What follows belongs to an exercise in optimizing a design on an open flow for small area; a production flow would make more cautious choices.
Function was checked by simulation only, so behaviour that the tests miss may differ from the original.
Power is estimated from default activity; no workload was simulated.

## run A
// xcrc
module xcrc (
    input             clk,
    input             rst,           
    input             h_we,
    input             h_re,
    input      [9:0]  h_addr,
    input      [31:0] h_wdata,
    output reg [31:0] h_rdata,
    input             sp_cfgerr,
    input      [31:0] sp_cfginfo,
    output reg        sp_req,
    output     [1:0]  sp_op,         
    output     [7:0]  sp_txd,
    output            sp_txv,
    output            sp_txlast,
    input             sp_txrdy,
    input             sp_rsp,
    input      [1:0]  sp_rsp_kind,   
    input      [31:0] sp_rsp_data
);
==> flow/config.mk <==
export PLATFORM = sky130hd
export DESIGN_NAME = xcrc
export DESIGN_NICKNAME = xcrc
export VERILOG_FILES = /design/flow/design.v
export SDC_FILE = /design/flow/constraint.sdc
export NUM_CORES = 4
export LEC_CHECK = 0
export CAP_MARGIN = 20
export CORE_MARGIN = 2
export CORE_UTILIZATION = 30
export SLEW_MARGIN = 20
==> flow/constraint.sdc <==
create_clock -name core_clock -period 10.0 [get_ports {clk}]
set_input_delay 2.0000 -clock core_clock [delete_from_list [all_inputs] [get_ports {clk}]]
set_output_delay 2.0000 -clock core_clock [all_outputs]
set_load 0.01 [all_outputs]
standard.sh (not shown) runs the stock make flow with config.mk's settings and CLKGATE_MAP_FILE= SYNTH_SCRIPT=/design/flow/synth_recipe.tcl, a recipe that flattens the netlist after the stock synthesis.
==> flow/flow/run.sh <==
#!/bin/bash
# Layout flow: the standard flow (standard.sh: unchanged synthesis,
# floorplan, placement, routing), with two changes to how the layout is
# made:
#  - the clock tree is built from clkbuf_4 cells in small sink clusters,
#    without dummy loads;
#  - the port buffers that global placement puts on every input and output
#    are buf_1 cells.
# Each tool's full output goes to the ORFS logs under orfs/logs, and the
# whole run's output to standard.log in this folder.
export CTS_ARGS="-sink_clustering_enable -repair_clock_nets -dont_use_dummy_load -buf_list sky130_fd_sc_hd__clkbuf_4 -sink_clustering_size 10 -sink_clustering_max_diameter 30"
export BUFFER_PORTS_ARGS="-buffer_cell sky130_fd_sc_hd__buf_1"
bash standard.sh > standard.log 2>&1
status=$?
tail -n 40 standard.log
exit $status
Modified inputs, run B compared to run A
diff --git a/flow/flow/run.sh b/flow/flow/run.sh
--- a/flow/flow/run.sh
+++ b/flow/flow/run.sh
@@ -2,3 +2,3 @@
 # Layout flow: the standard flow (standard.sh: unchanged synthesis,
-# floorplan, placement, routing), with two changes to how the layout is
+# floorplan, placement, routing), with three changes to how the layout is
 # made:
@@ -7,3 +7,5 @@
 #  - the port buffers that global placement puts on every input and output
-#    are buf_1 cells.
+#    are buf_1 cells;
+#  - after global routing, gates off the critical paths are downsized
+#    (repair_timing -recover_power 100).
 # Each tool's full output goes to the ORFS logs under orfs/logs, and the
@@ -12,2 +14,3 @@
 export BUFFER_PORTS_ARGS="-buffer_cell sky130_fd_sc_hd__buf_1"
+export RECOVER_POWER=100
 bash standard.sh > standard.log 2>&1
--- outcome ---
Out of run B and run A, the only run to close with the timing, design-rule and antenna checks passing was run A.
Time the final worst path needs with I/O delays and setup, run B and run A, lower one = run A.
Data required time of the critical path in run B vs run A: down 30 ps
Area growth from synthesis to layout: higher on run A
Synthesized instance count came out exactly the same in run B and run A.
In terms of proportion of cell area spent on the clock network, run B and run A differ only marginally.
Run B and run A ended up with nearly the same source-to-sink clock delay at the later pin of the worst-skew pair.
Run B has count of vias placed by the detailed router below what run A had.
What run C does differently from run B at the input level:
==> flow/flow/run.sh <==
#!/bin/bash
# Layout flow: the standard flow (standard.sh, unchanged synthesis,
# floorplan, placement, routing), with the clock tree built from small
# clock buffers in small sink clusters and without dummy loads.
# Each tool's full output goes to the ORFS logs under orfs/logs, and the
# whole run's output to standard.log in this folder.
export CTS_ARGS="-sink_clustering_enable -repair_clock_nets -dont_use_dummy_load -buf_list sky130_fd_sc_hd__clkbuf_4 -sink_clustering_size 10 -sink_clustering_max_diameter 30"
bash standard.sh > standard.log 2>&1
status=$?
tail -n 40 standard.log
exit $status
[summary]
Run C finished every step from synthesis to the final layout, and the layout passed the timing, design-rule and antenna checks.
Looking at cell count of the worst reg-to-reg path, run C sits 11 above run B.
Cmp run B and run C / number of vias per cell / higher: run B
Across both runs, worst hold slack was lower for run C than for run B.
As of run C, via count of the first global-routing pass had risen slightly compared to run B.
Relative to run B, the total met2 wirelength after detailed routing of run C is higher by 1.2%.
Run C ends up with higher slack of the critical path than run B does.
Re initial cell density of the core: no difference whatsoever between run C and run B.
Run C -> run B: total nets after synthesis delta 0, exact match

---

xcrc, a different RTL version from the one above (not shown whole).
Size in the first run: ~7400 cells after synthesis, roughly 2400 flip-flops, roughly 160 I/O pins, ~87000 um^2 of cells after synthesis.
// xcrc
module xcrc (
    input             clk,
    input             rst,           
    input             h_we,
    input             h_re,
    input      [9:0]  h_addr,
    input      [31:0] h_wdata,
    output reg [31:0] h_rdata,
    input             sp_cfgerr,
    input      [31:0] sp_cfginfo,
    output reg        sp_req,
    output     [1:0]  sp_op,         
    output     [7:0]  sp_txd,
    output            sp_txv,
    output            sp_txlast,
    input             sp_txrdy,
    input             sp_rsp,
    input      [1:0]  sp_rsp_kind,   
    input      [31:0] sp_rsp_data
);
make LEC_CHECK=0 CAP_MARGIN=20 CORE_MARGIN=2 CORE_UTILIZATION=30 SLEW_MARGIN=20 finish   # period 10.0 ns
run.sh (not shown) runs the stock make flow with config.mk's settings and CLKGATE_MAP_FILE= SYNTH_SCRIPT=/design/flow/synth_recipe.tcl, a recipe that flattens the netlist after the stock synthesis.
Stock flow here: none of the scripts above is used.
Then changed:
- CORE_UTILIZATION: 30 -> 55
- CTS_BUF_LIST: not set -> sky130_fd_sc_hd__clkbuf_4 sky130_fd_sc_hd__clkbuf_8
- PLACE_DENSITY: not set -> 0.7
Outcome: Design area is lower by 2.8%; worst setup slack degrades by 19 ps; combinational power is lower by about 10%; core utilization is higher by 28 points; critical path depth is lower by 1; clock-buffer cell count is higher by 253; sequential share of layout area is higher by 1.6 points; total power is lower by 4.8%; register-to-register slack improves by 90 ps; synthesized area does not change; routed wire length is lower by about 6%.

-- re-timing with driven ports --
No port has a modelled driver above. Below, the same layouts with a new extraction and two added sets of constraints.
Step 1 sets driving cells, clkbuf_16 on the clock port and buf_2 on the other inputs (assumed; they add their load-dependent delay and slew).
Step 2 times the ports against the registers' clock, not the clock port: input delays grow and output delays shrink by t, the midpoint of the rising clock arrivals with the driver on.
a / b / c = ideal ports / drivers / drivers and shift; a / b = the first two.
| run | t, ns | setup WS [ns] | hold WS [ns] |
|---|---|---|---|
| run A | 1.377 | 1.187 / 1.187 / 1.042 | 0.234 / 0.234 / 0.234 |
| run B | 1.372 | 0.426 / 0.449 / -0.876 | 0.238 / 0.238 / 0.238 |
| run C | 1.486 | 1.492 / 1.492 / 0.843 | 0.196 / 0.196 / 0.196 |
| the first run of note 2 | 0.993 | 0.287 / 0.201 / 0.201 | 0.269 / 0.269 / 0.269 |
| the second run of note 2 | 1.165 | 0.268 / 0.239 / 0.239 | 0.286 / 0.286 / 0.286 |
For run B, which loses most, drivers alone change the setup slack by +0.023 ns; drivers and shift together by -1.302 ns.
